Source: an optimization exercise on an open RTL-to-GDS flow (aim: small area, a short achievable clock period and few clock cycles per item). Production flows keep margins and buffers that such runs may drop.
In this exercise RTL edits were held to simulation tests only and were not proved equivalent to the original.
No activity file was given, so power comes from the tool's default toggle rates.

==> flow/design.v (excerpt) <==
module owcrc_engine (
    input  wire        clk,
    input  wire        rst,           
    input  wire        host_sel,
    input  wire        host_we,
    input  wire [7:0]  host_addr,
    input  wire [31:0] host_wdata,
    output reg  [31:0] host_rdata
);
Size in the first run: roughly 1900 cells after synthesis, ~350 flip-flops, roughly 21000 sq um of cells after synthesis.
clock: 12.0 ns
lec_check: 0
cap_margin: 20
core_margin: 2
core_utilization: 30
slew_margin: 20
tns_end_percent: 0
standard.sh (not shown) runs the stock make flow with config.mk's settings and CLKGATE_MAP_FILE= SYNTH_SCRIPT=/design/flow/synth_recipe.tcl, a recipe that flattens the netlist after the stock synthesis.
==> flow/flow/run.sh <==
#!/bin/bash
# The standard ORFS layout (standard.sh, standard synthesis unchanged) with
# faster port buffers and timing repair asked to leave extra setup slack.
set -euo pipefail
MARGIN=$(cat flow/margin.txt)
PORTBUF=$(cat flow/portbuf.txt)
bash standard.sh SETUP_SLACK_MARGIN=$MARGIN "BUFFER_PORTS_ARGS=-buffer_cell $PORTBUF" finish > standard.log 2>&1
==> flow/flow/margin.txt <==
8.6
==> flow/flow/portbuf.txt <==
sky130_fd_sc_hd__buf_4
Testbench counts at the start, summed over its fixed seeds: cycles 14,986, commands 1,920.
==> next run, changes <==
==> flow/flow/margin.txt (replaced) <==
8.2
Worst hold slack does not change.
Cell count is unchanged.
Total power does not change.
Combinational power barely changes.

oak:
Another version of the RTL of owcrc_engine (not shown whole).
Size in the first run: ~21,000 um^2 of cells after synthesis.
Design owcrc_engine, start of the top module:
module owcrc_engine (
    input  wire        clk,
    input  wire        rst,           
    input  wire        host_sel,
    input  wire        host_we,
    input  wire [7:0]  host_addr,
    input  wire [31:0] host_wdata,
    output reg  [31:0] host_rdata
);
clock: 12.0 ns
lec_check: 0
cap_margin: 20
core_margin: 2
core_utilization: 30
slew_margin: 20
tns_end_percent: 0
==> flow/flow/margin.txt <==
7.7
Scripts as last shown in full above: flow/flow/run.sh, flow/flow/portbuf.txt
oak completed; timing, DRC and antenna clean
Testbench counts of oak, summed over its fixed seeds: cycles 14,986, commands 1,920.
The following lists how pine was set up differently from oak:
==> flow/flow/margin.txt <==
8.2
Results
Taking oak as the reference, in pine portion of total power attributed to the clock network now smaller, internal power consumption has increased, final cell utilization of the core moved up. Critical path's slowest cell: sky130_fd_sc_hd__nor4_4 -> oak, sky130_fd_sc_hd__buf_6 -> pine. pine completed every stage of the flow, and the final layout passed the timing, design-rule and antenna checks. oak vs pine, highest routed metal layer: met4 vs met5.
The inputs of birch differ from those of pine as listed below.
- TNS_END_PERCENT changed from 0 to 20
Results
Every run (birch and pine) finished clean.
Switching portion of total power, birch and pine, higher one = birch.
Against pine, birch comes in 11% higher on total power.
Re wire length: birch is 2100 um up on pine.
Fraction of area in multi-input gates: birch vs pine up 0.35 points
Against pine, met3 layer wire length in the routed design in birch fell slightly.
Setup slack: birch more than pine
When birch is set beside pine, its final RePlAce weighted congestion turns out to be 0.025 larger.
birch against pine: final-layout clock buffer total shows an increase of about 5.6%; combinational share of power higher.

== harbor ==
Another version of the RTL of owcrc_engine (not shown whole).
Size: roughly 3000 cells after synthesis, ~350 flip-flops, roughly 76 I/O pins.
clock: 12.0 ns
lec_check: 0
cap_margin: 20
core_margin: 2
core_utilization: 30
slew_margin: 20
run.sh (not shown) runs the stock make flow with config.mk's settings and CLKGATE_MAP_FILE= SYNTH_SCRIPT=/design/flow/synth_recipe.tcl, a recipe that flattens the netlist after the stock synthesis.
Stock flow here: none of the scripts above is used.
harbor closes out successfully: all stages finished, all timing, DRC and antenna checks passed.
Testbench counts of harbor, summed over its fixed seeds: cycles 14,518, commands 1,920.
[inputs] amber vs harbor
==> flow/flow/run.sh (new file) <==
#!/bin/bash
# Standard ORFS layout (the standard.sh, standard synthesis unchanged),
# with timing repair asked to leave more setup slack than the clock needs.
set -euo pipefail
MARGIN=$(cat flow/margin.txt)
bash standard.sh SETUP_SLACK_MARGIN=$MARGIN finish > standard.log 2>&1
==> flow/flow/margin.txt (new file) <==
7.5
==> flow/standard.sh (new file) <==
#!/bin/bash
# synth_recipe.tcl (not shown) runs the flow's synth.tcl, then flattens the netlist and writes it again
# the make line also repeats each setting of config.mk as NAME=value (left out here)
make -C /OpenROAD-flow-scripts/flow DESIGN_CONFIG=/design/flow/config.mk WORK_HOME=/design/flow/orfs CLKGATE_MAP_FILE= SYNTH_SCRIPT=/design/flow/synth_recipe.tcl "${@:-finish}"
removed: flow/run.sh
--- outcome ---
amber went all the way through synthesis, placement and routing and the layout is clean on timing, DRC and antenna.
Looking at share of total power in sequential cells, amber sits 0.4 points lower than harbor does.
The run showing the greater number of global-route vias before repair is amber.
In the final reports, the cell area of amber is larger than that of harbor.
Sequential fraction of total cell area: amber vs harbor down 3.2 points
Looking only at final period utilization, and setting everything else aside, the higher value of harbor and amber goes to harbor.

RTL: one of the versions met above, not the one the previous note started from.
For scale: about 1,900 cells after synthesis, ~76 I/O pins, about 0.021 mm^2 of cells after synthesis.
Design owcrc_engine, start of the top module:
module owcrc_engine (
    input  wire        clk,
    input  wire        rst,           
    input  wire        host_sel,
    input  wire        host_we,
    input  wire [7:0]  host_addr,
    input  wire [31:0] host_wdata,
    output reg  [31:0] host_rdata
);
    reg [31:0] cmd_q;
    reg        err, ill, wign;
    reg [15:0] crc_acc;
    reg [31:0] devid_lo, devid_hi;
    reg [6:0]  xfer_addr;
    reg [7:0]  xfer_reg;
    reg [4:0]  xfer_len;
    reg [15:0] data_q;
    reg [1:0]  cfg_speed;
    reg [2:0]  cfg_gsel, cfg_isel;
    reg [23:0] res;
    reg [31:0] buf0, buf1, buf2, buf3;
    reg        crc_run;       
    reg [1:0]  widx;          
    reg        lx_run;        
    reg [1:0]  lx_cnt;        
    wire busy = crc_run | lx_run;
    wire wr = host_sel &  host_we;
    wire a_lo = (host_addr[7:6] == 2'b00) && (host_addr[1:0] == 2'b00);
    wire a_hi = (host_addr[7:4] == 4'b0100) && (host_addr[1:0] == 2'b00);
    wire [3:0] ai = host_addr[5:2];
    wire s_cmd  = a_lo && ai == 4'd0;
    wire s_stat = a_lo && ai == 4'd1;
    wire s_crc  = a_lo && ai == 4'd2;
    wire s_dlo  = a_lo && ai == 4'd3;
    wire s_dhi  = a_lo && ai == 4'd4;
    wire s_xfer = a_lo && ai == 4'd5;
    wire s_data = a_lo && ai == 4'd6;
    wire s_cfg  = a_lo && ai == 4'd7;
    wire s_buf  = a_hi;
  ...
clock: 12.0 ns
lec_check: 0
cap_margin: 20
core_margin: 2
core_utilization: 30
slew_margin: 20
tns_end_percent: 0
standard.sh (not shown) runs the stock make flow with config.mk's settings and CLKGATE_MAP_FILE= SYNTH_SCRIPT=/design/flow/synth_recipe.tcl, a recipe that flattens the netlist after the stock synthesis.
==> flow/flow/run.sh <==
#!/bin/bash
# The standard ORFS layout (standard.sh, standard synthesis unchanged) with
# faster port buffers, free cell sizing, and timing repair asked to leave
# extra setup slack.
set -euo pipefail
MARGIN=$(cat flow/margin.txt)
PORTBUF=$(cat flow/portbuf.txt)
bash standard.sh SETUP_SLACK_MARGIN=$MARGIN MATCH_CELL_FOOTPRINT=0 "BUFFER_PORTS_ARGS=-buffer_cell $PORTBUF" finish > standard.log 2>&1
==> flow/flow/margin.txt <==
8.2
Scripts as last shown in full above: flow/flow/portbuf.txt
Testbench counts at the start, summed over its fixed seeds: cycles 14,986, commands 1,920.
Change:
==> flow/flow/margin.txt (replaced) <==
8.8
Result:
- The new run completed without violations
- hold slack stays the same
- critical path depth stays the same
- combinational power barely changes
- final area is unchanged
- worst setup slack stays the same

what the ideal ports hide:
No port has a modelled driver above. Below, the same layouts with a new extraction and two added sets of constraints. Step 1, drivers: a clkbuf_16 drives clk and a buf_2 each remaining input, both assumed. Step 2 moves the port delays by t, midway between the first and last clock arrival at a register: inputs arrive t later, outputs are due t later. That takes back most of the time a late clock gives input paths. Three values: no drivers, after step 1, after step 2; two values: the first two.
| run | t, ns | slack for setup (ns) | slew at the worst register clock pin (ns) | worst data-port slew with drivers (ns) | cell pins on the clock port's net |
|---|---|---|---|---|---|
| the first run of note 1 | 0.584 | 7.594 / 7.558 / 6.974 | 0.07 / 0.07 | 0.14 | 1 |
| the second run of note 1 | 0.584 | 7.594 / 7.558 / 6.974 | 0.07 / 0.07 | 0.14 | 1 |
| oak | 0.618 | 7.579 / 7.577 / 6.959 | 0.07 / 0.07 | 0.08 | 1 |
| pine | 0.617 | 7.702 / 7.698 / 7.081 | 0.07 / 0.07 | 0.08 | 1 |
| birch | 0.613 | 7.719 / 7.719 / 7.160 | 0.06 / 0.06 | 0.08 | 1 |
| harbor | 0.625 | 4.149 / 4.149 / 3.793 | 0.07 / 0.07 | 0.08 | 1 |
| amber | 0.643 | 6.340 / 6.363 / 5.720 | 0.06 / 0.06 | 0.08 | 1 |
| the first run of note 4 | 0.614 | 7.760 / 7.760 / 7.213 | 0.06 / 0.06 | 0.09 | 1 |
| the second run of note 4 | 0.614 | 7.760 / 7.760 / 7.213 | 0.06 / 0.06 | 0.09 | 1 |
After both steps every run listed still meets setup and hold. The setup slack of pine, which loses most, moves by -0.004 ns with the drivers and by -0.621 ns with both steps.
